Context: an optimization exercise on an open-source flow, tuned for small area, a short achievable clock period and few clock cycles. The choices shown serve that exercise and are no tape-out recipe. No functional check of the RTL was part of any run shown here. Power figures rest on the tool's default switching activity, not on a simulated workload.

### design/flow/design.v
module jbd_bms_parser (
    input  wire        clk,
    input  wire        rst,         
    input  wire        cmd_valid,
    input  wire [15:0] cmd_word,
    output wire        cmd_ready,
    input  wire [11:0] rd_addr,
    output wire [31:0] rd_data
);
    localparam [7:0] OP_NOP      = 8'h00,
                     OP_CLEAR    = 8'h01,
                     OP_PUSH     = 8'h02,
                     OP_VALIDATE = 8'h03,
                     OP_DECODE   = 8'h04,
                     OP_PARSE    = 8'h05;
    localparam [3:0] R_OK           = 4'h0,
                     R_INCOMPLETE   = 4'h1,
                     R_BAD_START    = 4'h2,
                     R_BAD_END      = 4'h3,
                     R_LEN_MISMATCH = 4'h4,
                     R_DEV_STATUS   = 4'h5,
                     R_UNKNOWN_TYPE = 4'h6,
                     R_CSUM         = 4'h7,
                     R_UNSUPPORTED  = 4'h8,
                     R_REC_SIZE     = 4'h9,
                     R_NOT_VALID    = 4'hA,
                     R_ILLEGAL      = 4'hB;
    localparam [1:0] ST_NONE = 2'd0, ST_VALIDATE = 2'd1, ST_DECODE = 2'd2, ST_COMMAND = 2'd3;
    localparam [1:0] T_NONE  = 2'd0, T_BASIC     = 2'd1, T_CELLS   = 2'd2, T_UNKNOWN  = 2'd3;
    localparam NSTAT = 64;         
    localparam NRING = 12;         
    localparam CAP_SIZE = 262;
    reg [7:0]  sbuf [0:NSTAT-1];         
    reg [7:0]  hbuf [0:5];               
    reg [7:0]  ring [0:NRING*16-1];      
    reg [3:0]  phase;
    reg        ready_q;
    reg [15:0] cap_len;
    reg [7:0]  last_byte;
    reg [7:0]  prev1, prev2;    
    reg [15:0] sum3;            
    reg [3:0]  result;
    reg [1:0]  res_stage;
    reg [15:0] diag_obs;
    reg [15:0] diag_exp;
    reg        frame_valid;
    reg [1:0]  rtype;
    reg        hdr_ok;          
    reg [15:0] csum_rx;
    reg [15:0] csum_calc;
    reg [1:0]  rec_kind;
    wire [7:0] type_code  = hdr_ok ? sbuf[1] : 8'h00;
    wire [7:0] dev_status = hdr_ok ? sbuf[2] : 8'h00;
    wire [7:0] pay_len    = hdr_ok ? sbuf[3] : 8'h00;
    assign cmd_ready = ready_q;
    wire [7:0] op  = cmd_word[15:8];
    wire [7:0] arg = cmd_word[7:0];
    wire       take = cmd_valid && ready_q;
    wire is_nop   = (op == OP_NOP)      && (arg == 8'h00);
    wire is_clear = (op == OP_CLEAR)    && (arg == 8'h00);
    wire is_push  = (op == OP_PUSH);
    wire is_val   = (op == OP_VALIDATE) && (arg == 8'h00);
    wire is_dec   = (op == OP_DECODE)   && (arg >= 8'h01) && (arg <= 8'h03);
    wire is_parse = (op == OP_PARSE)    && (arg == 8'h00);
    wire legal    = is_nop | is_clear | is_push | is_val | is_dec | is_parse;
    wire [7:0]  hdr_type   = sbuf[1];
    wire [7:0]  hdr_status = sbuf[2];
    wire [7:0]  hdr_len    = sbuf[3];
    wire [15:0] frame_len  = 16'd7 + {8'h00, hdr_len};
    wire [15:0] calc       = 16'h0000 - sum3;
    wire [15:0] rx         = {prev2, prev1};
    wire v_short   = cap_len < 16'd7;
    wire v_start   = sbuf[0] != 8'hDD;
    wire v_end     = last_byte != 8'h77;
    wire v_len     = cap_len != frame_len;
    wire v_stat    = hdr_status != 8'h00;
    wire v_basic   = hdr_type == 8'h03;
    wire v_cells   = hdr_type == 8'h04;
    wire v_csum    = rx != calc;
    reg [3:0]  v_code;
    reg [15:0] v_obs, v_exp;
    always @(*) begin
        v_code = R_OK; v_obs = 16'h0000; v_exp = 16'h0000;
        if (v_short) begin
            v_code = R_INCOMPLETE;   v_obs = cap_len;              v_exp = 16'd7;
        end else if (v_start) begin
            v_code = R_BAD_START;    v_obs = {8'h00, sbuf[0]};     v_exp = 16'h00DD;
        end else if (v_end) begin
            v_code = R_BAD_END;      v_obs = {8'h00, last_byte};   v_exp = 16'h0077;
        end else if (v_len) begin
            v_code = R_LEN_MISMATCH; v_obs = cap_len;              v_exp = frame_len;
        end else if (v_stat) begin
            v_code = R_DEV_STATUS;   v_obs = {8'h00, hdr_status};
        end else if (!v_basic && !v_cells) begin
            v_code = R_UNKNOWN_TYPE; v_obs = {8'h00, hdr_type};
        end else if (v_csum) begin
            v_code = R_CSUM;         v_obs = rx;                   v_exp = calc;
        end
    end
    wire v_hdr  = !v_short && !v_start && !v_end;             
    wire v_type = v_hdr && !v_len && !v_stat;                 
    wire v_ok   = (v_code == R_OK);
    function [36:0] decode;    
        input [1:0] t;
        input       fv;
        input [7:0] n;
        reg   [7:0] cexp;
        begin
            cexp = ((n > 8'd12) ? 8'd12 : n) & 8'hFE;
            if (t == T_UNKNOWN)
                decode = {2'd0, 1'b0, R_UNSUPPORTED, 16'h0003, 14'h0000};
            else if (!fv)
                decode = {2'd0, 1'b0, R_NOT_VALID, 16'h0000, 14'h0000};
            else if (t == T_BASIC)
                decode = (n != 8'd38) ? {2'd0, 1'b0, R_REC_SIZE, 8'h00, n, 14'd38}
                                      : {T_BASIC, 1'b0, R_OK, 16'h0000, 14'h0000};
            else
                decode = (n[0] || n > 8'd12) ? {2'd0, 1'b0, R_REC_SIZE, 8'h00, n, 6'h00, cexp}
                                             : {T_CELLS, 1'b0, R_OK, 16'h0000, 14'h0000};
        end
    endfunction
    wire [36:0] d_cmd   = decode(arg[1:0], frame_valid, pay_len);
    wire [36:0] d_parse = decode(v_basic ? T_BASIC : T_CELLS, 1'b1, hdr_len);
    wire do_push  = !rst && take && is_push;
    wire len_lo   = (cap_len[15:6] == 10'd0);                     
    wire len_ring = (cap_len[15:8] == 8'd0) && !len_lo;           
    wire len_hi   = (cap_len[15:3] == 13'h0020) && (cap_len[2:0] < 3'd6);    
    integer i, j, s;
    always @(posedge clk) begin
        for (i = 0; i < NSTAT; i = i + 1)
            if (do_push && len_lo && cap_len[5:0] == i)
                sbuf[i] <= arg;
        for (i = 0; i < 6; i = i + 1)
            if (do_push && len_hi && cap_len[2:0] == i)
                hbuf[i] <= arg;
    end
    always @(posedge clk) begin
        for (j = 0; j < NRING; j = j + 1) begin
            for (s = 0; s < 15; s = s + 1)
                ring[16*j + s] <= ring[16*j + s + 1];
            ring[16*j + 15] <= (do_push && len_ring && cap_len[7:4] == j + 4)
                             ? arg : ring[16*j];
        end
    end
    reg [15:0] cap_len_d;
    always @(*) begin
        cap_len_d = cap_len;
        if (take && is_clear)
            cap_len_d = 16'h0000;
        else if (take && is_push && cap_len != 16'hFFFF)
            cap_len_d = cap_len + 16'd1;
    end
    wire [3:0] phase_d = phase + 4'd1;
    wire ring_d = (cap_len_d[15:8] == 8'd0) && (cap_len_d[7:6] != 2'b00);
    always @(posedge clk) begin
        if (rst) begin
            phase   <= 4'd0;
            ready_q <= 1'b1;
        end else begin
            phase   <= phase_d;
            ready_q <= !ring_d || (cap_len_d[3:0] == phase_d);
        end
    end
    always @(posedge clk) begin
        if (rst) begin
            cap_len     <= 16'h0000;
            last_byte   <= 8'h00;
            sum3        <= 16'h0000;
            result      <= R_OK;
            res_stage   <= ST_NONE;
            diag_obs    <= 16'h0000;
            diag_exp    <= 16'h0000;
            frame_valid <= 1'b0;
            rtype       <= T_NONE;
            hdr_ok      <= 1'b0;
            csum_rx     <= 16'h0000;
            csum_calc   <= 16'h0000;
            rec_kind    <= T_NONE;
        end else if (take) begin
            cap_len <= cap_len_d;
            if (!legal) begin
                result    <= R_ILLEGAL;
                res_stage <= ST_COMMAND;
                diag_obs  <= cmd_word;
                diag_exp  <= 16'h0000;
            end
            if (is_clear) begin
                last_byte   <= 8'h00;
                sum3        <= 16'h0000;
                result      <= R_OK;
                res_stage   <= ST_NONE;
                diag_obs    <= 16'h0000;
                diag_exp    <= 16'h0000;
                frame_valid <= 1'b0;
                rtype       <= T_NONE;
                hdr_ok      <= 1'b0;
                csum_rx     <= 16'h0000;
                csum_calc   <= 16'h0000;
                rec_kind    <= T_NONE;
            end
            if (is_push) begin
                last_byte <= arg;
                prev1     <= last_byte;
                prev2     <= prev1;
                if (cap_len >= 16'd5)
                    sum3 <= sum3 + {8'h00, prev2};
                frame_valid <= 1'b0;
                rec_kind    <= T_NONE;
            end
            if (is_val || is_parse) begin
                hdr_ok      <= v_hdr;
                rtype       <= !v_type ? T_NONE : v_basic ? T_BASIC : v_cells ? T_CELLS : T_UNKNOWN;
                csum_rx     <= (v_type && (v_basic || v_cells)) ? rx   : 16'h0000;
                csum_calc   <= (v_type && (v_basic || v_cells)) ? calc : 16'h0000;
                frame_valid <= v_ok;
                if (is_parse && v_ok) begin
                    rec_kind  <= d_parse[36:35];
                    result    <= d_parse[33:30];
                    res_stage <= ST_DECODE;
                    diag_obs  <= d_parse[29:14];
                    diag_exp  <= {2'b00, d_parse[13:0]};
                end else begin
                    rec_kind  <= T_NONE;
                    result    <= v_code;
                    res_stage <= ST_VALIDATE;
                    diag_obs  <= v_obs;
                    diag_exp  <= v_exp;
                end
            end
            if (is_dec) begin
                rec_kind  <= d_cmd[36:35];
                result    <= d_cmd[33:30];
                res_stage <= ST_DECODE;
                diag_obs  <= d_cmd[29:14];
                diag_exp  <= {2'b00, d_cmd[13:0]};
            end
        end
    end
    wire bi = (rec_kind == T_BASIC);
    wire cv = (rec_kind == T_CELLS);
    function [15:0] be16;
        input integer k;
        be16 = {sbuf[k], sbuf[k + 1]};
    endfunction
    wire [1:0] ntc_clamp  = (sbuf[26] > 8'd3) ? 2'd3 : sbuf[26][1:0];
    wire [2:0] cv_count   = pay_len[3:1];
    reg [15:0] cells_csum;
    always @(*) begin
        case (cv_count)
            3'd0:    cells_csum = be16(4);
            3'd1:    cells_csum = be16(6);
            3'd2:    cells_csum = be16(8);
            3'd3:    cells_csum = be16(10);
            3'd4:    cells_csum = be16(12);
            3'd5:    cells_csum = be16(14);
            default: cells_csum = be16(16);
        endcase
    end
    reg [31:0] regv [0:63];
    integer a;
    always @(*) begin
        for (a = 0; a < 64; a = a + 1) regv[a] = 32'h0000_0000;
        regv[6'h00] = {16'h0, cap_len};
        regv[6'h01] = {24'h0, last_byte};
        regv[6'h02] = {28'h0, result};
        regv[6'h03] = {30'h0, res_stage};
        regv[6'h04] = {16'h0, diag_obs};
        regv[6'h05] = {16'h0, diag_exp};
        regv[6'h06] = {31'h0, frame_valid};
        regv[6'h07] = {30'h0, rtype};
        regv[6'h08] = {24'h0, type_code};
        regv[6'h09] = {24'h0, dev_status};
        regv[6'h0A] = {24'h0, pay_len};
        regv[6'h0B] = {16'h0, csum_rx};
        regv[6'h0C] = {16'h0, csum_calc};
        regv[6'h0D] = {30'h0, rec_kind};
        if (bi) begin
            regv[6'h10] = {16'h0, be16(4)};
            regv[6'h11] = {16'h0, be16(6)};
            regv[6'h12] = {16'h0, be16(8)};
            regv[6'h13] = {16'h0, be16(10)};
            regv[6'h14] = {16'h0, be16(12)};
            regv[6'h15] = {16'h0, be16(14)};
            regv[6'h16] = {sbuf[16], sbuf[17], sbuf[18], sbuf[19]};
            regv[6'h17] = {16'h0, be16(20)};
            regv[6'h18] = {24'h0, sbuf[22]};
            regv[6'h19] = {24'h0, sbuf[23]};
            regv[6'h1A] = {24'h0, sbuf[24]};
            regv[6'h1B] = {24'h0, sbuf[25]};
            regv[6'h1C] = {24'h0, sbuf[26]};
            regv[6'h1D] = {30'h0, ntc_clamp};
            regv[6'h1E] = {16'h0, (ntc_clamp > 2'd0) ? be16(27) : {sbuf[28], sbuf[27]}};
            regv[6'h1F] = {16'h0, (ntc_clamp > 2'd1) ? be16(29) : {sbuf[30], sbuf[29]}};
            regv[6'h20] = {16'h0, (ntc_clamp > 2'd2) ? be16(31) : {sbuf[32], sbuf[31]}};
            for (a = 0; a < 9; a = a + 1)
                regv[6'h21 + a] = {24'h0, sbuf[33 + a]};
            regv[6'h2A] = {16'h0, be16(42)};
        end
        if (cv) begin
            regv[6'h30] = {29'h0, cv_count};
            for (a = 0; a < 6; a = a + 1)
                regv[6'h31 + a] = {16'h0, (cv_count > a) ? be16(4 + 2*a) : 16'h0000};
            regv[6'h37] = {16'h0, cells_csum};
        end
    end
    wire        top0  = (rd_addr[11:10] == 2'b00);
    wire        c_reg = top0 && (rd_addr[9:6] == 4'b0000);           
    wire        c_win = top0 && (rd_addr[9:8] == 2'b01);             
    wire        c_hi  = top0 && (rd_addr[9:8] == 2'b10)
                        && (rd_addr[7:3] == 5'd0) && (rd_addr[2:0] < 3'd6);    
    wire [15:0] dlo   = 16'h0001 << rd_addr[3:0];
    wire [15:0] dhi   = 16'h0001 << rd_addr[7:4];
    reg  [15:0] dsl;
    always @(*)
        for (s = 0; s < 16; s = s + 1)
            dsl[s] = (rd_addr[3:0] == s[3:0] + phase);
    reg  [7:0]  win_byte;
    reg  [7:0]  bank;
    reg  [31:0] reg_word;
    always @(*) begin
        win_byte = 8'h00;
        for (j = 0; j < 4; j = j + 1) begin
            bank = 8'h00;
            for (s = 0; s < 16; s = s + 1)
                bank = bank | ({8{dlo[s]}} & sbuf[16*j + s]);
            win_byte = win_byte | ({8{c_win & dhi[j]}} & bank);
        end
        for (j = 0; j < NRING; j = j + 1) begin
            bank = 8'h00;
            for (s = 0; s < 16; s = s + 1)
                bank = bank | ({8{dsl[s]}} & ring[16*j + s]);
            win_byte = win_byte | ({8{c_win & dhi[j + 4]}} & bank);
        end
        bank = 8'h00;
        for (s = 0; s < 6; s = s + 1)
            bank = bank | ({8{dlo[s]}} & hbuf[s]);
        win_byte = win_byte | ({8{c_hi}} & bank);
        reg_word = 32'h0000_0000;
        for (a = 0; a < 64; a = a + 1)
            reg_word = reg_word | ({32{dlo[a & 15] & dhi[a >> 4]}} & regv[a]);
        reg_word = {32{c_reg}} & reg_word;
    end
    assign rd_data = {reg_word[31:8], reg_word[7:0] | win_byte};
endmodule
### design/flow/run.sh
#!/bin/bash
# synth_recipe.tcl (not shown) runs the flow's synth.tcl, then flattens the netlist and writes it again
# the make line also repeats each setting of config.mk as NAME=value (left out here)
make -C /OpenROAD-flow-scripts/flow DESIGN_CONFIG=/design/flow/config.mk WORK_HOME=/design/flow/orfs CLKGATE_MAP_FILE= SYNTH_SCRIPT=/design/flow/synth_recipe.tcl finish
### design/flow/constraint.sdc
create_clock -name core_clock -period 10.0 [get_ports {clk}]
set_input_delay 2.0000 -clock core_clock [delete_from_list [all_inputs] [get_ports {clk}]]
set_output_delay 2.0000 -clock core_clock [all_outputs]
set_load 0.01 [all_outputs]
### design/flow/config.mk
export PLATFORM = sky130hd
export DESIGN_NAME = jbd_bms_parser
export DESIGN_NICKNAME = jbd_bms_parser
export VERILOG_FILES = /design/flow/design.v
export SDC_FILE = /design/flow/constraint.sdc
export NUM_CORES = 8
export LEC_CHECK = 0
export CAP_MARGIN = 20
export CORE_MARGIN = 2
export CORE_UTILIZATION = 50
export PLACE_DENSITY = 0.65
export SETUP_SLACK_MARGIN = 4.0
export SLEW_MARGIN = 20
==> results.sh, run 1 <==
export IMPL_grt_max_degree=65
export IMPL_utilization=0.612
export IMPL_fin_tns_setup_ns=0
export IMPL_ys_types=90
export IMPL_crit_path_start_kind="input port"
export IMPL_fin_nets=6846
export IMPL_r2r_slack_ns=5.29
export IMPL_gp_congestion=1.07
export IMPL_status="finished clean"
export IMPL_antenna_found_initial=20
export IMPL_hold_ws_ns=0.294
export IMPL_hold_path_end="ring[75][2]"
export IMPL_clk_pin_slew_ns=0.06
export IMPL_final_common_cell="dfxtp_1"
export IMPL_async_flop_share=0
export IMPL_syn_nets=6500
export IMPL_hold_buffers=0
export IMPL_critPathArrivalTime_ns=5.36
export IMPL_worstMarginPinSlew_ns=1.22
export IMPL_num_io_pins=64
export IMPL_fp_row_count=144
export IMPL_rsz0062_at_grt="yes"
export IMPL_drc=0
export IMPL_required_ns=8.00
export IMPL_period_minus_slack_ns=7.36
export IMPL_hold_viol_final=0
export IMPL_dieArea_mm2=0.157
export IMPL_ir_drop_mv=0.192
export IMPL_area_delta_synth_final_pct=21.9
export IMPL_hpwl_um=209000
export IMPL_hp_class="flop to flop"
export IMPL_grt_overflow=0
export IMPL_placed_cells=8340
export IMPL_syn_cell_area_mm2=0.0771
export IMPL_synth_ff_type="dfxtp_1"
export IMPL_dp_slack_ns=0.637
export IMPL_worstSetupPathType="input port to primary output"
export IMPL_ys_seq_elements=2233
export IMPL_end_kind="primary output"
export IMPL_via_per_inst=6.97
export IMPL_start_util=0.502
export IMPL_hold_path_cell_count=0
export IMPL_setup_viol=0
export IMPL_cts_tree="done"
export IMPL_drv_cap=0
export IMPL_drt_initial_drc_count=10900
export IMPL_p_leak_nw=33.5
export IMPL_cp_max_fo=8
export IMPL_fp_dieH_um=397
export IMPL_grt_pass1_wl_um=467000
export IMPL_power_density_mw_per_mm2=202
export IMPL_cts_path_max_buffers=3
export IMPL_avgSynthCellArea_um2=12.0
export IMPL_period_share=0.736
export IMPL_grt_pass1_vias=59500
export IMPL_clock_latency_ns=0.87
export IMPL_fin_ws_ns=2.64
export IMPL_vias=62900
export IMPL_finalNonFillerCells=9029
export IMPL_port_buffers=63
export IMPL_synth_seq_area_share=0.654
export IMPL_fp_coreArea_mm2=0.154
export IMPL_min_from="ring[76][2]"
export IMPL_slew_viol_final=0
export IMPL_grt_total_usage=0.421
export IMPL_clock_root_buffer="clkbuf_16"
export IMPL_clock_fmax_ghz=0.136
export IMPL_skew_ns=0.0782
export IMPL_first_pass_iters=11
export IMPL_routed_wl_um=344000
export IMPL_syn_instance_count=6444
export IMPL_synth_edf_count=576
export IMPL_r2r_start="sum3[0]"
export IMPL_timing_rr_end="diag_exp[2]"
export IMPL_wire_per_inst_um=38.1
export IMPL_yosys_warnings=5
export IMPL_maxSlewHeadroom=0.181
export IMPL_drive_gt1_frac=0.202
export IMPL_numClockSinks=2233
export IMPL_die_w_um=397
export IMPL_rr_worst_depth=11
export IMPL_layout_common_cells="dfxtp_1, nand2_1, edfxtp_1"
export IMPL_htree_levels=4
export IMPL_ant_nets=0
export IMPL_cts_buffers=214
==> worst max-delay path: stages <==
cell and delay, ns:
buf_16 0.15, buf_12 0.16, and2_1 0.16, buf_6 0.13, and2_4 0.18, buf_12 0.17, a221oi_1 0.34, and3_1 0.24
a31oi_1 0.24, a21oi_1 0.38, nand2_1 0.21, nor4_4 0.41, nand4_1 0.30, buf_2 0.24
==> flip-flops by register name, summed over array words and instances (netlist names) <==
signal,cells
hdr_ok,1
rec_kind,2
ring,1536
frame_valid,1
diag_obs,16
cap_len,16
sum3,16
prev2,8
prev1,8
csum_rx,16
csum_calc,16
diag_exp,16
hbuf,48
sbuf,512
phase,4
result,4
res_stage,2
rtype,2
last_byte,8
ready_q,1
==> kinds of logic after synthesis <==
family / count (synthesis) / synth area share
adders and majority gates: 25 / 0.00415
muxes: 319 / 0.0446
and+or+nand+nor: 1530 / 0.0942
AOI/OAI and AO/OA: 1778 / 0.166
buffers and inverters: 473 / 0.0241
DFF: 2233 / 0.654
xor gates and xnor gates: 86 / 0.0129
==> where the power goes <==
group / leakage, nW / switching, mW / internal (mW)
Combinational: 11.4 / 0.863 / 0.354
Sequential: 18.5 / 0.0144 / 9.26
Clock: 3.63 / 3.66 / 4.85
Total: 33.5 / 4.53 / 14.5
==> through the flow <==
step                      power [mW]  cell area (um^2)
after floorplan                 9.88             78000
after global placement          10.3             81100
after detailed placement        10.3             81100
after CTS                       18.9             92800
after global routing            19.3             94000
final                           19.0             94000
==> synthesized netlist by cell type, drive strengths merged (9+ instances only) <==
cell type  number  share of area
o2bb2ai        16         0.0018
xor2           24         0.0030
a221oi        144          0.016
a22o          101          0.011
buf           126         0.0072
and3           53         0.0043
nor4           46         0.0038
nor3b          10        0.00097
nor2b          40         0.0032
edfxtp        576           0.22
o31ai          14         0.0014
a32oi          25         0.0028
dfxtp        1657           0.43
o211ai         15         0.0015
a21o           13         0.0013
nand3         187          0.012
xnor2          48         0.0057
o21ai         181          0.012
nor4b           9         0.0010
nor3           94         0.0061
a211oi         28         0.0028
a222oi        153          0.020
mux2          130          0.019
nand2         597          0.029
o22ai          45         0.0036
a31oi          75         0.0061
or4            16         0.0016
inv            33         0.0016
ha             24         0.0039
a41oi           9         0.0010
a22oi         429          0.042
nand2b         32         0.0026
o2111ai        23         0.0026
clkbuf        312          0.015
a32o           14         0.0018
nor2          265          0.013
mux2i         182          0.024
nand4          63         0.0051
a221o          18         0.0023
a2111oi        30         0.0034
or3            18         0.0015
and2           43         0.0035
a21oi         380          0.025
==> how the worst max path moves through the flow <==
stage,cells past startpoint,end,startpoint
global route,14,rd_data[7],rd_addr[1]
finish,14,rd_data[7],rd_addr[1]
CTS,13,rd_data[4],rd_addr[2]
global placement,12,rd_data[5],rd_addr[3]
detailed placement,12,rd_data[5],rd_addr[3]
floorplan,10,rd_data[4],rd_addr[3]
==> timing repair <==
item,CTS,global route
gates cloned,32,7
setup buffers,183,56
endpoints found under the setup margin,456,235
gates resized for setup,581,123
pin swaps,150,91
==> final cells by class <==
type,instances,area [um^2]
well taps,2044,2560
clock buffers,296,6150
multi-input cells,3754,27500
flip-flops and latches,2233,50500
fillers,12000,59700
inverters,35,133
clock inverters,106,1330
diodes,9,22.5
repair buffers,552,5820
==> per-layer routing <==
| metal | vias to the layer above | share of wire | GRT usage |
|---|---|---|---|
| li1 | 25300 | - | - |
| met1 | 31000 | 0.36 | 0.529 |
| met2 | 5203 | 0.42 | 0.620 |
| met3 | 1390 | 0.13 | 0.124 |
| met4 | 20 | 0.088 | 0.301 |
| met5 | - | 0.00054 | 0.00585 |
==> run 2, diff against run 1 <==
--- a/design/flow/config.mk
+++ b/design/flow/config.mk
@@ -5,6 +5,7 @@
 export SDC_FILE = /design/flow/constraint.sdc
 export NUM_CORES = 8
 export LEC_CHECK = 0
+export ABC_AREA = 1
 export CAP_MARGIN = 20
 export CORE_MARGIN = 2
 export CORE_UTILIZATION = 50
==> run 2 against run 1 <==
Count of clock-buffer cells in the layout down 5. Global-route usage down 0.22 points. Register-to-register slack better by 0.14 ns. Flip-flop and latch count unchanged. Sequential power about the same. Synthesized cell count up 16%. Non-clock buffer count up 27. Total power up 0.48%. Critical endpoint is now rd_data[4]. Largest power group unchanged.
==> results.sh, run 2 <==
export IMPL_hpwl_um=209000
export IMPL_end_kind="primary output"
export IMPL_antenna_found_initial=24
export IMPL_hp_class="flop to flop"
export IMPL_critPathTopFamily="compound AO/OA/AOI/OAI gates"
export IMPL_ant_nets=0
export IMPL_grt_pass1_vias=61700
export IMPL_hold_path_cell_count=0
export IMPL_synth_commonest_cells="dfxtp_1, nand2_1, inv_1, edfxtp_1, nor2_1"
export IMPL_fillers=12100
export IMPL_fin_tns_setup_ns=0
export IMPL_cts_path_max_buffers=3
export IMPL_num_io_pins=64
export IMPL_grt_pass1_wl_um=466000
export IMPL_syn_nets=7534
export IMPL_fp_row_count=143
export IMPL_gp_congestion=1.17
export IMPL_cp_depth=14
export IMPL_routed_wl_um=341000
export IMPL_power_frac_clock=0.459
export IMPL_yosysTopAreaCell="dfxtp_1"
export IMPL_grt_overflow=0
export IMPL_avgSynthCellArea_um2=10.3
export IMPL_fin_ws_ns=2.76
export IMPL_drv_cap=0
export IMPL_synth_area_leaders="dfxtp_1, edfxtp_1, nand2_1, inv_1, a221oi_1"
export IMPL_wire_per_inst_um=33.5
export IMPL_numClockSinks=2233
export IMPL_critical_path_slowest_cell="a221oi_1"
export IMPL_htree_levels=4
export IMPL_power_internal_mw=14.7
export IMPL_grt_total_usage=0.419
export IMPL_clk_pin_slew_ns=0.06
export IMPL_fp_coreArea_mm2=0.152
export IMPL_worstMarginPinSlew_ns=1.11
export IMPL_required_ns=8.00
export IMPL_p_leak_nw=35.6
export IMPL_fin_nets=8005
export IMPL_seqPwrFrac=0.486
export IMPL_period_share=0.724
export IMPL_async_flop_share=0
export IMPL_drc=0
export IMPL_reg_top3="ring: 1536 flops, sbuf: 512 flops, hbuf: 48 flops"
export IMPL_syn_instance_count=7478
export IMPL_synth_edf_count=576
export IMPL_crit_buf_inv=6
export IMPL_cts_tree="done"
export IMPL_fp_dieH_um=396
export IMPL_area_delta_synth_final_pct=23.8
export IMPL_synth_top_area_frac=0.431
export IMPL_via_per_inst=6.44
export IMPL_ir_drop_mv=0.201
export IMPL_clock_root_buffer="clkbuf_16"
export IMPL_synth_ff_type="dfxtp_1"
export IMPL_crit_path_start_kind="input port"
export IMPL_largest_register="ring"
export IMPL_vias=65500
export IMPL_period_minus_slack_ns=7.24
export IMPL_start_util=0.505
export IMPL_yosysMostFrequentCell="dfxtp_1"
export IMPL_clock_latency_ns=0.91
export IMPL_power_density_mw_per_mm2=200
export IMPL_drive_gt1_frac=0.172
export IMPL_grt_max_degree=86
export IMPL_rr_worst_depth=18
export IMPL_slowest_delay_ns=0.55
export IMPL_worstSetupPathType="input port to primary output"
export IMPL_dieArea_mm2=0.157
export IMPL_hold_viol_final=0
export IMPL_swShare=0.232
export IMPL_path_cells="buf_12, clkinvlp_4, buf_6, nand3_4, clkinv_4, buf_12, a221oi_1, a41oi_2, a21oi_1, and2_0, nand4_1, nor2_1, nand2_2, buf_6"
export IMPL_critPathArrivalTime_ns=5.24
export IMPL_clock_fmax_ghz=0.138
export IMPL_drt_initial_drc_count=9621
export IMPL_ys_seq_elements=2233
export IMPL_layout_common_cells="dfxtp_1, nand2_1, inv_1"
export IMPL_status="finished clean"
export IMPL_power_frac_comb=0.055
export IMPL_syn_cell_area_mm2=0.0769
export IMPL_slew_viol_final=0
export IMPL_cp_max_fo=18
export IMPL_final_common_cell="dfxtp_1"
export IMPL_rsz0062_at_grt="yes"
export IMPL_dp_slack_ns=0.713
export IMPL_first_pass_iters=13
export IMPL_setup_viol=0
export IMPL_yosys_warnings=5
export IMPL_largest_register_ffs=1536
export IMPL_port_buffers=63
export IMPL_ys_types=66
export IMPL_synth_seq_area_share=0.656
export IMPL_die_w_um=396
export IMPL_p_switching_mw=4.43
export IMPL_cts_buffers=211
export IMPL_maxSlewHeadroom=0.258
export IMPL_skew_ns=0.0885
run 2: power by group through the flow:
| stage | logic [mW] | clock network, mW | registers, mW |
|---|---|---|---|
| finish | 1.05 | 8.76 | 9.27 |
| global route | 1.04 | 9.13 | 9.27 |
| CTS | 0.895 | 8.76 | 9.27 |
| detailed placement | 0.690 | 0 | 9.47 |
| global placement | 0.689 | 0 | 9.47 |
| floorplan | 0.281 | 0 | 9.46 |
run 2: per-stage QoR:
stage | instances | hold WS [ns] | area (um^2) | total power, mW | utilization
4_1_cts | 10100 | 0.307 | 93000 | 18.9 | 0.610
3_3_place_gp | 9475 | 0.331 | 80900 | 10.2 | 0.531
2_1_floorplan | 7478 | 0.327 | 77000 | 9.74 | -
6_report | 10200 | 0.304 | 95200 | 19.1 | 0.625
5_1_grt | 10200 | 0.308 | 95200 | 19.4 | 0.625
3_5_place_dp | 9477 | 0.335 | 81000 | 10.2 | 0.531
run 2: area by class of cell:
class	instances	area [um^2]	area share
flip-flops and latches	2233	50500	0.530
inverters	730	3010	0.0316
repair inverters	14	145	0.00152
well taps	2030	2540	0.0267
repair buffers	579	6260	0.0657
clock buffers	291	6190	0.0650
clock inverters	104	1490	0.0157
multi-input cells	4180	25100	0.264
diodes	6	15.0	0.000158
run 2: worst paths after layout:
kind / startpoint / endpoint / slack (ns)
hold / removal: ring[69][1] / ring[68][1] / 0.30
hold reg to reg: ring[69][1] / ring[68][1] / 0.30
setup / recovery: rd_addr[3] / rd_data[4] / 2.76
setup reg to reg: sbuf[3][0] / diag_obs[5] / 5.43
run 2: cell families (layout without fill, tap and decap cells):
family	count (synthesis)	in the layout	synth area share
AOI/OAI and AO/OA	1631	1631	0.143
xor gates and xnor gates	40	40	0.00475
adders and majority gates	25	25	0.00416
buffers and inverters	1067	1718	0.0527
DFF	2233	2233	0.656
muxes	2	2	0.000260
other	0	6	0
and+or+nand+nor	2480	2482	0.139
run 2: timing repair:
action	CTS	global route
setup endpoints to repair	80	435
hold buffers	0	0
pin swaps	114	126
resized for setup	701	263
gates cloned	27	11
setup buffers	155	96
run 2: layer usage:
metal | track usage | vias to the layer above | routed length, um
met1 | 0.518 | 31600 | 124000
met2 | 0.598 | 5082 | 139000
met4 | 0.309 | 38 | 32300
li1 | - | 27300 | -
met5 | 0.0105 | - | 665
met3 | 0.153 | 1557 | 44700
==> run 3, diff against run 2 <==
--- a/design/flow/config.mk
+++ b/design/flow/config.mk
@@ -9,6 +9,8 @@
 export CAP_MARGIN = 20
 export CORE_MARGIN = 2
 export CORE_UTILIZATION = 50
+export CTS_BUF_LIST = sky130_fd_sc_hd__clkbuf_8
+export CTS_CLUSTER_SIZE = 30
 export PLACE_DENSITY = 0.65
 export SETUP_SLACK_MARGIN = 4.0
 export SLEW_MARGIN = 20
==> run 3 against run 2 <==
Clock skew grew 0.026 ns. Routed wire length is 2.1% lower. Register-to-register slack better by 0.08 ns. Worst hold slack lost 0.020 ns. Combinational power fell by 8%. Synthesized cell count stayed put. Die area is the same. Still clean on timing, DRC and antenna. Fmax down 1.5%. Flip-flop and latch count unchanged.
==> results.sh, run 3 <==
export IMPL_dieArea_mm2=0.157
export IMPL_grt_total_usage=0.414
export IMPL_via_per_inst=6.36
export IMPL_critPathArrivalTime_ns=5.35
export IMPL_async_flop_share=0
export IMPL_drive_gt1_frac=0.176
export IMPL_fin_tns_setup_ns=0
export IMPL_largest_register_ffs=1536
export IMPL_antenna_found_initial=23
export IMPL_hp_class="flop to flop"
export IMPL_clock_latency_ns=1.05
export IMPL_numClockSinks=2233
export IMPL_drv_cap=0
export IMPL_crit_buf_inv=6
export IMPL_htree_levels=5
export IMPL_grt_max_degree=86
export IMPL_final_cell_area_mm2=0.0936
export IMPL_yosysMostFrequentCell="dfxtp_1"
export IMPL_utilization=0.614
export IMPL_fin_nets=8094
export IMPL_num_io_pins=64
export IMPL_setup_viol=0
export IMPL_end_kind="primary output"
export IMPL_grt_pass1_vias=62800
export IMPL_yosysTopAreaCell="dfxtp_1"
export IMPL_routed_wl_um=334000
export IMPL_grt_met1_usage=0.515
export IMPL_grt_pass1_wl_um=463000
export IMPL_cpMostUsedCell="buf_6"
export IMPL_ys_seq_elements=2233
export IMPL_cts_buffers=363
export IMPL_critical_path_slowest_cell="a221oi_1"
export IMPL_port_buffers=63
export IMPL_rr_worst_depth=18
export IMPL_final_common_cell="dfxtp_1"
export IMPL_syn_instance_count=7478
export IMPL_drt_initial_drc_count=9382
export IMPL_power_density_mw_per_mm2=193
export IMPL_period_minus_slack_ns=7.35
export IMPL_drc=0
export IMPL_cp_max_fo=26
export IMPL_finalNonFillerCells=10300
export IMPL_area_delta_synth_final_pct=21.7
export IMPL_worstSetupPathType="input port to primary output"
export IMPL_path_cells="buf_12, clkinvlp_4, buf_6, nand2_8, clkinv_1, buf_6, a221oi_1, a41oi_2, a21oi_1, and2_0, nand4_1, nor2_1, nand2_2, buf_6"
export IMPL_synth_commonest_cells="dfxtp_1, nand2_1, inv_1, edfxtp_1, nor2_1"
export IMPL_first_pass_iters=8
export IMPL_clk_pin_slew_ns=0.06
export IMPL_start_util=0.505
export IMPL_ys_types=66
export IMPL_avgSynthCellArea_um2=10.3
export IMPL_yosys_warnings=5
export IMPL_syn_cell_area_mm2=0.0769
export IMPL_synth_edf_count=576
export IMPL_wire_per_inst_um=32.3
export IMPL_top_usage_layer="met2"
export IMPL_required_ns=8.00
export IMPL_grt_overflow=0
export IMPL_die_w_um=396
export IMPL_cp_depth=14
export IMPL_skew_ns=0.114
export IMPL_fp_dieH_um=396
export IMPL_maxSlewHeadroom=0.204
export IMPL_layout_common_cells="dfxtp_1, nand2_1, inv_1"
export IMPL_grt_use_met2=0.600
export IMPL_reg_top3="ring: 1536 flops, sbuf: 512 flops, hbuf: 48 flops"
export IMPL_cts_path_max_buffers=4
export IMPL_synth_top_area_frac=0.431
export IMPL_hpwl_um=209000
export IMPL_fp_coreArea_mm2=0.152
export IMPL_clock_root_buffer="clkbuf_8"
export IMPL_period_share=0.735
export IMPL_status="finished clean"
export IMPL_slowest_delay_ns=0.59
export IMPL_crit_start="rd_addr[3]"
export IMPL_dp_slack_ns=0.713
export IMPL_synth_ff_type="dfxtp_1"
export IMPL_fin_ws_ns=2.65
export IMPL_use_met3=0.142
export IMPL_placedInstanceArea_mm2=0.0810
export IMPL_placed_cells=9477
export IMPL_timing_rr_end="diag_obs[5]"
export IMPL_critPathTopFamily="compound AO/OA/AOI/OAI gates"
export IMPL_synth_seq_area_share=0.656
export IMPL_ir_drop_mv=0.146
export IMPL_rsz0062_at_grt="yes"
export IMPL_r2r_slack_ns=5.51
export IMPL_p_leak_nw=35.4
export IMPL_clock_fmax_ghz=0.136
export IMPL_cts_tree="done"
export IMPL_r2r_start="sbuf[3][0]"
export IMPL_vias=65800
export IMPL_synth_area_leaders="dfxtp_1, edfxtp_1, nand2_1, inv_1, a221oi_1"
export IMPL_hold_viol_final=0
export IMPL_slew_viol_final=0
export IMPL_largest_register="ring"
export IMPL_cp_endpoint="rd_data[4]"
export IMPL_min_from="ring[19][3]"
export IMPL_fp_row_count=143
export IMPL_syn_nets=7534
export IMPL_gp_congestion=1.17
export IMPL_fillers=12500
export IMPL_worstMarginPinSlew_ns=1.19
export IMPL_crit_path_start_kind="input port"
export IMPL_ant_nets=0
[run 3: changes by cell type in the layout (fill, tap and decap cells not counted), moves of 15 or more]
cell / change
clkbuf_16: -227
buf_4: -20
bufinv_16: -21
nor2_2: -15
clkbuf_8: +411
inv_1: +97
clkinv_1: +21
clkbuf_1: -33
[run 3: layer usage]
layer | vias to the layer above | wire [um]
met5 | - | 117
met4 | 18 | 30500
met3 | 1586 | 42100
met2 | 4978 | 139000
met1 | 31700 | 122000
li1 | 27500 | -
[run 3: power by group]
part	switching (mW)	internal, mW
clock network	3.65	4.20
logic	0.716	0.245
registers	0.0123	9.26
[run 3: cells by family (layout without fill, tap and decap cells)]
family | Yosys count | in the layout | synth area share
and+or+nand+nor | 2480 | 2482 | 0.139
DFF | 2233 | 2233 | 0.656
AOI/OAI and AO/OA | 1631 | 1631 | 0.143
muxes | 2 | 2 | 0.000260
buffers and inverters | 1067 | 1887 | 0.0527
adders and majority gates | 25 | 25 | 0.00416
xor gates and xnor gates | 40 | 40 | 0.00475
other | 0 | 10 | 0
[run 3: repair_timing]
item	4_1_cts	5_1_grt
hold buffers	0	0
setup endpoints to repair	37	357
resized for setup	674	213
setup buffers	150	49
pin swaps	125	106
gates cloned	25	2
[run 3: worst min path at each step]
| stage | endpoint | slack (ns) | cells past startpoint |
|---|---|---|---|
| final | ring[18][3] | 0.28 | 0 |
| after global routing | ring[154][4] | 0.28 | 0 |
| after CTS | ring[154][4] | 0.26 | 0 |
| after detailed placement | ring[186][4] | 0.34 | 0 |
| after global placement | ring[138][7] | 0.33 | 0 |
| after floorplan | ring[105][2] | 0.33 | 0 |
[run 3: through the flow]
step | hold WS (ns) | power [mW]
finish | 0.284 | 18.1
global route | 0.284 | 18.5
CTS | 0.261 | 18.0
detailed placement | 0.335 | 10.2
global placement | 0.331 | 10.2
floorplan | 0.327 | 9.74
[run 3: final cells by class]
class | instances | area [um^2] | area share
antenna | 10 | 25.0 | 0.000267
clock buffer | 444 | 6110 | 0.0653
clock inverter | 183 | 1000 | 0.0107
inverter | 730 | 2960 | 0.0316
multi-input combinational | 4180 | 25000 | 0.267
sequential | 2233 | 50500 | 0.539
tap | 2030 | 2540 | 0.0271
timing repair buffer | 521 | 5450 | 0.0582
timing repair inverter | 9 | 108 | 0.00115
==> run 4, diff against run 3 <==
--- a/design/flow/config.mk
+++ b/design/flow/config.mk
@@ -9,8 +9,8 @@
 export CAP_MARGIN = 20
 export CORE_MARGIN = 2
 export CORE_UTILIZATION = 50
-export CTS_BUF_LIST = sky130_fd_sc_hd__clkbuf_8
-export CTS_CLUSTER_SIZE = 30
+export CTS_CLUSTER_DIAMETER = 80
+export CTS_CLUSTER_SIZE = 20
 export PLACE_DENSITY = 0.65
 export SETUP_SLACK_MARGIN = 4.0
 export SLEW_MARGIN = 20
==> run 4 against run 3 <==
Cell count decreased by 4.6%. Total power decreased by 12%. Critical path type unchanged. Design area decreased by 4.3%. Non-clock buffer count decreased by 30. First-iteration DRC count increased by 1.7%. Clock skew decreased by 0.050 ns. Clock power decreased by 27%. Area after synthesis unchanged. Sequential share of layout area increased by 2.4 points. Still clean. Register-to-register slack got worse by 0.11 ns. Worst setup slack improved by 0.046 ns. Flip-flop and latch count unchanged.
==> results.sh, run 4 <==
export IMPL_status="finished clean"
export IMPL_worstMarginPinSlew_ns=1.11
export IMPL_final_common_cell="dfxtp_1"
export IMPL_slowest_delay_ns=0.72
export IMPL_largest_register_ffs=1536
export IMPL_p_leak_nw=32.7
export IMPL_clock_root_buffer="clkbuf_16"
export IMPL_synth_ff_type="dfxtp_1"
export IMPL_htree_levels=4
export IMPL_vias=63900
export IMPL_timing_rr_end="diag_obs[10]"
export IMPL_wire_per_inst_um=33.3
export IMPL_clk_pin_slew_ns=0.08
export IMPL_maxSlewHeadroom=0.259
export IMPL_path_cells="buf_6, nor2_4, inv_2, nor2_4, nand2_2, buf_6, buf_6, nor3_4, inv_2, o22ai_1, buf_4, nor4_4, o2111ai_2, o21ai_2, buf_4, nand3_4, nor2_4, nand2_2, clkbuf_2"
export IMPL_avgSynthCellArea_um2=10.3
export IMPL_synth_commonest_cells="dfxtp_1, nand2_1, inv_1, edfxtp_1, nor2_1"
export IMPL_critical_path_slowest_cell="nor4_4"
export IMPL_antenna_found_initial=18
export IMPL_grt_total_usage=0.407
export IMPL_area_delta_synth_final_pct=16.5
export IMPL_die_w_um=396
export IMPL_cts_buffers=137
export IMPL_hp_class="flop to flop"
export IMPL_clock_fmax_ghz=0.137
export IMPL_crit_buf_inv=8
export IMPL_worstSetupPathType="input port to primary output"
export IMPL_fp_coreArea_mm2=0.152
export IMPL_hold_viol_final=0
export IMPL_setup_viol=0
export IMPL_via_per_inst=6.47
export IMPL_routed_wl_um=329000
export IMPL_fin_nets=7838
export IMPL_cp_endpoint="rd_data[6]"
export IMPL_crit_path_start_kind="input port"
export IMPL_syn_cell_area_mm2=0.0769
export IMPL_grt_max_degree=86
export IMPL_synth_top_area_frac=0.431
export IMPL_fp_dieH_um=396
export IMPL_grt_pass1_wl_um=454000
export IMPL_dieArea_mm2=0.157
export IMPL_fin_tns_setup_ns=0
export IMPL_rsz0062_at_grt="yes"
export IMPL_yosys_warnings=5
export IMPL_rr_worst_depth=13
export IMPL_reg_top3="ring: 1536 flops, sbuf: 512 flops, hbuf: 48 flops"
export IMPL_required_ns=8.00
export IMPL_drv_cap=0
export IMPL_hold_buffers=0
export IMPL_clock_latency_ns=0.83
export IMPL_critPathTopFamily="simple AND/OR/NAND/NOR gates"
export IMPL_drive_gt1_frac=0.135
export IMPL_slew_viol_final=0
export IMPL_cp_max_fo=8
export IMPL_period_minus_slack_ns=7.30
export IMPL_cts_path_max_buffers=3
export IMPL_synth_area_leaders="dfxtp_1, edfxtp_1, nand2_1, inv_1, a221oi_1"
export IMPL_dp_slack_ns=0.713
export IMPL_ant_nets=0
export IMPL_start_util=0.505
export IMPL_grt_pass1_vias=60200
export IMPL_fin_ws_ns=2.70
export IMPL_grt_overflow=0
export IMPL_drt_initial_drc_count=9538
export IMPL_syn_nets=7534
export IMPL_period_share=0.730
export IMPL_ys_seq_elements=2233
export IMPL_hpwl_um=209000
export IMPL_power_density_mw_per_mm2=178
export IMPL_critPathArrivalTime_ns=5.30
export IMPL_cp_depth=19
export IMPL_skew_ns=0.0638
export IMPL_ys_types=66
export IMPL_numClockSinks=2233
export IMPL_largest_register="ring"
export IMPL_num_io_pins=64
export IMPL_first_pass_iters=10
export IMPL_synth_edf_count=576
export IMPL_r2r_slack_ns=5.40
export IMPL_fp_row_count=143
export IMPL_async_flop_share=0
export IMPL_synth_seq_area_share=0.656
export IMPL_yosysMostFrequentCell="dfxtp_1"
export IMPL_ir_drop_mv=0.181
export IMPL_cts_tree="done"
export IMPL_layout_common_cells="dfxtp_1, nand2_1, inv_1"
export IMPL_end_kind="primary output"
export IMPL_port_buffers=63
export IMPL_gp_congestion=1.17
export IMPL_yosysTopAreaCell="dfxtp_1"
export IMPL_drc=0
export IMPL_r2r_start="cap_len[1]"
export IMPL_syn_instance_count=7478
export IMPL_crit_start="rd_addr[7]"
export IMPL_hold_ws_ns=0.336
==> run 4: cell count changes in the layout (fill, tap and decap cells not counted), moves of 16 or more <==
cell and delta:
clkbuf_1 +17, inv_1 -91, clkbuf_16 +142, o21ai_1 -19, clkinv_1 -27, clkinv_2 -37
nor2_2 +16, clkbuf_8 -443, nor2_1 -18, buf_6 -19, o21ai_0 +18
==> run 4: logic make-up after synthesis <==
logic type / Yosys count / share of synthesized area
compound gates: 1631 / 0.143
xor+xnor: 40 / 0.00475
fa+ha+maj: 25 / 0.00416
buf+inv: 1067 / 0.0527
flops: 2233 / 0.656
mux: 2 / 0.000260
simple gates: 2480 / 0.139
==> run 4: metal layers <==
metal,vias to the layer above,global-route usage,part of all wire
li1,26800,-,-
met1,30900,0.513,0.37
met2,4763,0.593,0.42
met3,1369,0.137,0.13
met4,14,0.275,0.086
met5,-,0,0.00029
==> run 4: worst reg2reg max path: cells and delay by family (launching register included) <==
kind            cells  cell delay (ns)
simple gates        7             2.42
flops               1             0.65
fa+ha+maj           1             0.58
compound gates      3             0.54
buf+inv             2             0.38
==> run 4: worst min-delay path by stage <==
stage,start,endpoint,cells after the start
after floorplan,ring[106][2],ring[105][2],0
after global placement,ring[139][7],ring[138][7],0
after detailed placement,ring[187][4],ring[186][4],0
after CTS,ring[118][4],ring[117][4],0
after global routing,ring[72][2],ring[71][2],0
final,ring[118][4],ring[117][4],0
==> run 4: what timing repair did <==
item | 4_1_cts | 5_1_grt
setup endpoints to repair | 118 | 453
pin swaps | 108 | 52
gates cloned | 21 | 4
buffers inserted | 142 | 29
resized for setup | 627 | 134
==> run 4: final cells by class <==
| class | count | area, um^2 |
|---|---|---|
| fill | 12800 | 62800 |
| timing repair buffer | 491 | 4970 |
| clock buffer | 159 | 3610 |
| antenna | 9 | 22.5 |
| tap | 2030 | 2540 |
| inverter | 730 | 2950 |
| timing repair inverter | 9 | 76.3 |
| clock inverter | 26 | 367 |
| multi-input combinational | 4180 | 24600 |
| sequential | 2233 | 50500 |
==> run 4: through the flow <==
step / std cells / cell area, um^2 / util / total power [mW]
after floorplan: 7478 / 77000 / - / 9.74
after global placement: 9475 / 80900 / 0.531 / 10.2
after detailed placement: 9477 / 81000 / 0.531 / 10.2
after CTS: 9825 / 88800 / 0.582 / 15.9
after global routing: 9861 / 89600 / 0.588 / 16.3
final: 9867 / 89600 / 0.588 / 15.9
==> run 4: report_power, final <==
group | switching (mW) | internal (mW)
clock network | 3.13 | 2.62
registers | 0.0123 | 9.25
logic | 0.705 | 0.232
total | 3.84 | 12.1
==> run 5, diff against run 4 <==
--- a/design/flow/design.v
+++ b/design/flow/design.v
@@ -303,42 +303,129 @@
             regv[6'h37] = {16'h0, cells_csum};
         end
     end
-    wire        top0  = (rd_addr[11:10] == 2'b00);
-    wire        c_reg = top0 && (rd_addr[9:6] == 4'b0000);           
-    wire        c_win = top0 && (rd_addr[9:8] == 2'b01);             
-    wire        c_hi  = top0 && (rd_addr[9:8] == 2'b10)
-                        && (rd_addr[7:3] == 5'd0) && (rd_addr[2:0] < 3'd6);    
-    wire [15:0] dlo   = 16'h0001 << rd_addr[3:0];
-    wire [15:0] dhi   = 16'h0001 << rd_addr[7:4];
-    reg  [15:0] dsl;
+    wire        c_win, c_hi, c_reg;
+    wire [15:0] dlo, dhi;
+    rd_addr_dec u_dec (.rd_addr(rd_addr), .c_win(c_win), .c_hi(c_hi), .c_reg(c_reg),
+                       .dlo(dlo), .dhi(dhi));
+    reg  [63:0] slot_off;
     always @(*)
         for (s = 0; s < 16; s = s + 1)
-            dsl[s] = (rd_addr[3:0] == s[3:0] + phase);
-    reg  [7:0]  win_byte;
-    reg  [7:0]  bank;
-    reg  [31:0] reg_word;
-    always @(*) begin
-        win_byte = 8'h00;
-        for (j = 0; j < 4; j = j + 1) begin
-            bank = 8'h00;
-            for (s = 0; s < 16; s = s + 1)
-                bank = bank | ({8{dlo[s]}} & sbuf[16*j + s]);
-            win_byte = win_byte | ({8{c_win & dhi[j]}} & bank);
+            slot_off[4*s +: 4] = s[3:0] + phase;
+    wire [15:0] dsl;
+    rd_slot_dec u_sdec (.a(rd_addr[3:0]), .off(slot_off), .sel(dsl));
+    wire [15:0] dhw = {16{c_win}} & dhi;
+    wire [7:0] sg [0:15];      
+    wire [7:0] rg [0:15];      
+    genvar gs, gj;
+    generate
+        for (gs = 0; gs < 16; gs = gs + 1) begin : g_slot
+            wire [31:0] sd;
+            wire [95:0] rdd;
+            for (gj = 0; gj < 4; gj = gj + 1) begin : g_sd
+                assign sd[8*gj +: 8] = sbuf[16*gj + gs];
+            end
+            for (gj = 0; gj < NRING; gj = gj + 1) begin : g_rd
+                assign rdd[8*gj +: 8] = ring[16*gj + gs];
+            end
+            aor4x8  u_s (.d(sd),  .sel(dhw[3:0]),  .y(sg[gs]));
+            aor12x8 u_r (.d(rdd), .sel(dhw[15:4]), .y(rg[gs]));
+        end
+    endgenerate
+    wire [127:0] sgv, rgv;
+    wire [47:0]  hbv;
+    generate
+        for (gs = 0; gs < 16; gs = gs + 1) begin : g_pack
+            assign sgv[8*gs +: 8] = sg[gs];
+            assign rgv[8*gs +: 8] = rg[gs];
         end
-        for (j = 0; j < NRING; j = j + 1) begin
-            bank = 8'h00;
-            for (s = 0; s < 16; s = s + 1)
-                bank = bank | ({8{dsl[s]}} & ring[16*j + s]);
-            win_byte = win_byte | ({8{c_win & dhi[j + 4]}} & bank);
+        for (gs = 0; gs < 6; gs = gs + 1) begin : g_hpack
+            assign hbv[8*gs +: 8] = hbuf[gs];
         end
-        bank = 8'h00;
-        for (s = 0; s < 6; s = s + 1)
-            bank = bank | ({8{dlo[s]}} & hbuf[s]);
-        win_byte = win_byte | ({8{c_hi}} & bank);
-        reg_word = 32'h0000_0000;
+    endgenerate
+    wire [7:0] ws, wr, wh;
+    aor16x8 u_ws (.d(sgv), .sel(dlo), .y(ws));
+    aor16x8 u_wr (.d(rgv), .sel(dsl), .y(wr));
+    aor6x8  u_wh (.d(hbv), .sel(dlo[5:0] & {6{c_hi}}), .y(wh));
+    reg [31:0] rw;
+    always @(*) begin
+        rw = 32'h0000_0000;
         for (a = 0; a < 64; a = a + 1)
-            reg_word = reg_word | ({32{dlo[a & 15] & dhi[a >> 4]}} & regv[a]);
-        reg_word = {32{c_reg}} & reg_word;
+            rw = rw | ({32{dlo[a & 15] & dhi[a >> 4]}} & regv[a]);
+        rw = {32{c_reg}} & rw;
     end
-    assign rd_data = {reg_word[31:8], reg_word[7:0] | win_byte};
+    rd_or u_or (.ws(ws), .wr(wr), .wh(wh), .rw(rw), .y(rd_data));
+endmodule
+module rd_addr_dec (
+    input  wire [11:0] rd_addr,
+    output wire        c_win,
+    output wire        c_hi,
+    output wire        c_reg,
+    output wire [15:0] dlo,
+    output wire [15:0] dhi
+);
+    wire top0 = (rd_addr[11:10] == 2'b00);
+    assign c_reg = top0 && (rd_addr[9:6] == 4'b0000);
+    assign c_win = top0 && (rd_addr[9:8] == 2'b01);
+    assign c_hi  = top0 && (rd_addr[9:8] == 2'b10) && (rd_addr[7:3] == 5'd0);
+    assign dlo   = 16'h0001 << rd_addr[3:0];
+    assign dhi   = 16'h0001 << rd_addr[7:4];
+endmodule
+module rd_slot_dec (
+    input  wire [3:0]  a,
+    input  wire [63:0] off,
+    output reg  [15:0] sel
+);
+    integer s;
+    always @(*)
+        for (s = 0; s < 16; s = s + 1)
+            sel[s] = (a == off[4*s +: 4]);
+endmodule
+module aor4x8 (
+    input  wire [31:0] d,
+    input  wire [3:0]  sel,
+    output wire [7:0]  y
+);
+    assign y = ({8{sel[0]}} & d[7:0])   | ({8{sel[1]}} & d[15:8]) |
+               ({8{sel[2]}} & d[23:16]) | ({8{sel[3]}} & d[31:24]);
+endmodule
+module aor6x8 (
+    input  wire [47:0] d,
+    input  wire [5:0]  sel,
+    output wire [7:0]  y
+);
+    assign y = ({8{sel[0]}} & d[7:0])   | ({8{sel[1]}} & d[15:8]) |
+               ({8{sel[2]}} & d[23:16]) | ({8{sel[3]}} & d[31:24]) |
+               ({8{sel[4]}} & d[39:32]) | ({8{sel[5]}} & d[47:40]);
+endmodule
+module aor12x8 (
+    input  wire [95:0] d,
+    input  wire [11:0] sel,
+    output wire [7:0]  y
+);
+    wire [7:0] y0, y1, y2;
+    aor4x8 u0 (.d(d[31:0]),  .sel(sel[3:0]),  .y(y0));
+    aor4x8 u1 (.d(d[63:32]), .sel(sel[7:4]),  .y(y1));
+    aor4x8 u2 (.d(d[95:64]), .sel(sel[11:8]), .y(y2));
+    assign y = y0 | y1 | y2;
+endmodule
+module aor16x8 (
+    input  wire [127:0] d,
+    input  wire [15:0]  sel,
+    output wire [7:0]   y
+);
+    wire [7:0] y0, y1, y2, y3;
+    aor4x8 u0 (.d(d[31:0]),   .sel(sel[3:0]),   .y(y0));
+    aor4x8 u1 (.d(d[63:32]),  .sel(sel[7:4]),   .y(y1));
+    aor4x8 u2 (.d(d[95:64]),  .sel(sel[11:8]),  .y(y2));
+    aor4x8 u3 (.d(d[127:96]), .sel(sel[15:12]), .y(y3));
+    assign y = y0 | y1 | y2 | y3;
+endmodule
+module rd_or (
+    input  wire [7:0]  ws,
+    input  wire [7:0]  wr,
+    input  wire [7:0]  wh,
+    input  wire [31:0] rw,
+    output wire [31:0] y
+);
+    assign y = {rw[31:8], rw[7:0] | ws | wr | wh};
 endmodule
==> run 5 against run 4 <==
Total power is 2.7% lower. Die area is 0.31% higher. Via count is 1.1% higher. Clock power is 2% higher. Synthesized cell count is 0.13% higher. Routed wire length is 11% higher. Sequential share of layout area is 1.1 points lower. Count of clock-buffer cells in the layout is 1 lower. Worst setup slack better by 0.067 ns. Largest power group unchanged.
==> results.sh, run 5 <==
export IMPL_fin_ws_ns=2.76
export IMPL_start_util=0.502
export IMPL_routed_wl_um=365000
export IMPL_period_share=0.724
export IMPL_drive_gt1_frac=0.166
export IMPL_grt_overflow=0
export IMPL_r2r_start="ready_q"
export IMPL_grt_pass1_vias=61200
export IMPL_htree_levels=4
export IMPL_fp_row_count=144
export IMPL_critical_path_slowest_cell="o21ai_0"
export IMPL_avgSynthCellArea_um2=10.3
export IMPL_crit_start="rd_addr[11]"
export IMPL_ir_drop_mv=0.190
export IMPL_syn_cell_area_mm2=0.0772
export IMPL_dp_slack_ns=0.647
export IMPL_fp_dieH_um=397
export IMPL_power_density_mw_per_mm2=169
export IMPL_cts_path_max_buffers=3
export IMPL_yosys_warnings=10
export IMPL_synth_top_area_frac=0.430
export IMPL_timing_rr_end="sbuf[43][0]"
export IMPL_p_leak_nw=34.4
export IMPL_ys_types=75
export IMPL_final_common_cell="nand2_1"
export IMPL_grt_total_usage=0.455
export IMPL_async_flop_share=0
export IMPL_drc=0
export IMPL_skew_ns=0.0579
export IMPL_grt_max_degree=65
export IMPL_rr_worst_depth=10
export IMPL_reg_top3="ring: 1536 flops, sbuf: 512 flops, hbuf: 48 flops"
export IMPL_worstMarginPinSlew_ns=1.23
export IMPL_syn_nets=7544
export IMPL_synth_seq_area_share=0.654
export IMPL_fin_nets=7916
export IMPL_layout_common_cells="nand2_1, dfxtp_1, edfxtp_1"
export IMPL_dieArea_mm2=0.157
export IMPL_synth_ff_type="dfxtp_1"
export IMPL_fp_coreArea_mm2=0.154
export IMPL_hpwl_um=265000
export IMPL_clk_pin_slew_ns=0.08
export IMPL_cp_max_fo=42
export IMPL_cp_endpoint="rd_data[4]"
export IMPL_fin_tns_setup_ns=0
export IMPL_drv_cap=0
export IMPL_wire_per_inst_um=36.6
export IMPL_multi_input_area_mm2=0.0262
export IMPL_synth_edf_count=576
export IMPL_synth_commonest_cells="nand2_1, dfxtp_1, edfxtp_1, inv_1, nor2_1"
export IMPL_hold_viol_final=0
export IMPL_min_from="ring[7][0]"
export IMPL_power_total_mw=15.5
export IMPL_first_pass_iters=8
export IMPL_period_minus_slack_ns=7.24
export IMPL_hold_buffers=0
export IMPL_ff_latch_area_mm2=0.0505
export IMPL_clock_root_buffer="clkbuf_16"
export IMPL_synth_area_leaders="dfxtp_1, edfxtp_1, nand2_1, a221oi_1, o21ai_0"
export IMPL_num_io_pins=64
export IMPL_setup_viol=0
export IMPL_antenna_found_initial=27
export IMPL_worstSetupPathType="input port to primary output"
export IMPL_numClockSinks=2233
export IMPL_r2r_slack_ns=5.70
export IMPL_syn_instance_count=7488
export IMPL_largest_register_ffs=1536
export IMPL_required_ns=8.00
export IMPL_end_kind="primary output"
export IMPL_via_per_inst=6.47
export IMPL_yosysTopAreaCell="dfxtp_1"
export IMPL_cts_tree="done"
export IMPL_cts_buffers=140
export IMPL_clock_fmax_ghz=0.138
export IMPL_clock_latency_ns=0.85
export IMPL_hold_path_cell_count=0
export IMPL_die_w_um=397
export IMPL_gp_congestion=1.15
export IMPL_grt_pass1_wl_um=494000
export IMPL_ys_seq_elements=2233
export IMPL_drt_initial_drc_count=8905
export IMPL_largest_register="ring"
export IMPL_path_cells="buf_6, nor2_4, nand3_4, nor2_4, inv_2, buf_8, nor2_4, clkinv_1, buf_12, o22ai_1, o21ai_0, nand2_1, nor3_2, nand3_4, nor2_4, nand2_2, buf_6"
export IMPL_rsz0062_at_grt="yes"
export IMPL_vias=64600
export IMPL_maxSlewHeadroom=0.175
export IMPL_area_delta_synth_final_pct=18.6
export IMPL_yosysMostFrequentCell="nand2_1"
export IMPL_status="finished clean"
export IMPL_critPathArrivalTime_ns=5.24
export IMPL_crit_path_start_kind="input port"
export IMPL_cpMostUsedCell="nor2_4"
export IMPL_hp_class="flop to flop"
export IMPL_ant_nets=0
export IMPL_fillers=12900
export IMPL_slew_viol_final=0
export IMPL_slowest_delay_ns=0.86
export IMPL_port_buffers=63
[run 5: cell type report]
type / instances / area share
flip-flops and latches: 2233 / 0.552
multi-input cells: 4388 / 0.286
repair buffers: 567 / 0.0637
clock buffers: 158 / 0.0391
well taps: 2044 / 0.0280
inverters: 528 / 0.0239
clock inverters: 35 / 0.00650
diodes: 19 / 0.000520
repair inverters: 2 / 0.000178
[run 5: power breakdown]
group	switching, mW	internal, mW	total (mW)
Clock	3.20	2.67	5.86
Combinational	0.296	0.0859	0.382
Sequential	0.0120	9.25	9.26
[run 5: cell families after synthesis]
kind of cell             count (synthesis)  synth area share
AND/OR/NAND/NOR                       2749             0.150
XOR/XNOR                                40           0.00464
buffers and inverters                  868            0.0440
AO/OA/AOI/OAI                         1573             0.143
flip-flops                            2233             0.654
adder cells (fa/ha/maj)                 25           0.00415
[run 5: worst min-delay path by stage]
stage / to / slack (ns)
global placement: ring[38][4] / 0.33
finish: ring[6][0] / 0.33
global route: ring[97][6] / 0.34
detailed placement: ring[149][4] / 0.33
CTS: ring[75][5] / 0.32
floorplan: ring[62][7] / 0.33
[run 5: routing by layer]
metal  vias to the layer above  track usage  routed length (um)
met3                      1333        0.130               39000
li1                      27100            -                   -
met5                         -            0                  95
met1                     31700        0.549              132000
met4                        14        0.388               38000
met2                      4494        0.670              156000
[run 5: stage by stage]
stage / cell area, um^2 / cells / util / hold slack [ns]
5_1_grt: 91400 / 9956 / 0.595 / 0.339
3_5_place_dp: 81400 / 9537 / 0.530 / 0.335
6_report: 91500 / 9974 / 0.595 / 0.329
2_1_floorplan: 77200 / 7488 / - / 0.327
4_1_cts: 90500 / 9921 / 0.589 / 0.325
3_3_place_gp: 81400 / 9537 / 0.530 / 0.332
[run 5: repair_timing]
item / 4_1_cts / 5_1_grt
resized for setup: 908 / 154
setup buffers: 174 / 29
endpoints found under the setup margin: 153 / 436
gates cloned: 17 / 3
pin swaps: 159 / 85
[run 5: worst max-delay path: cells and delay by family]
kind                   cells  cell delay [ns]
AND/OR/NAND/NOR            9             1.34
AO/OA/AOI/OAI              2             1.01
buffers and inverters      6             0.74

re-timing with driven ports:
Ports are ideal in the flow. The routed layouts listed here were re-timed in OpenROAD.
Step 1 assumes that a clkbuf_16 drives the clock port and a buf_2 every other input.
Step 2, shift: input delay + t, output delay - t, t = (earliest + latest rising clock arrival at the registers) / 2. This alone moves slack from input paths to output paths.
Slacks: ideal ports / drivers / drivers and shift; pairs: ideal ports / drivers.
| run | t, ns | setup slack, ns | pins driven straight from the clock port |
|---|---|---|---|
| run 1 | 0.916 | 2.643 / 2.238 / 2.238 | 1 |
| run 2 | 0.957 | 2.762 / 2.600 / 2.600 | 1 |
| run 3 | 1.090 | 2.650 / 2.583 / 2.583 | 1 |
| run 4 | 0.882 | 2.696 / 2.623 / 2.623 | 1 |
| run 5 | 0.925 | 2.763 / 2.712 / 2.712 | 1 |
After both steps every run listed still meets setup and hold. For run 1, which loses most, drivers alone change the setup slack by -0.405 ns; drivers and shift together by -0.405 ns.
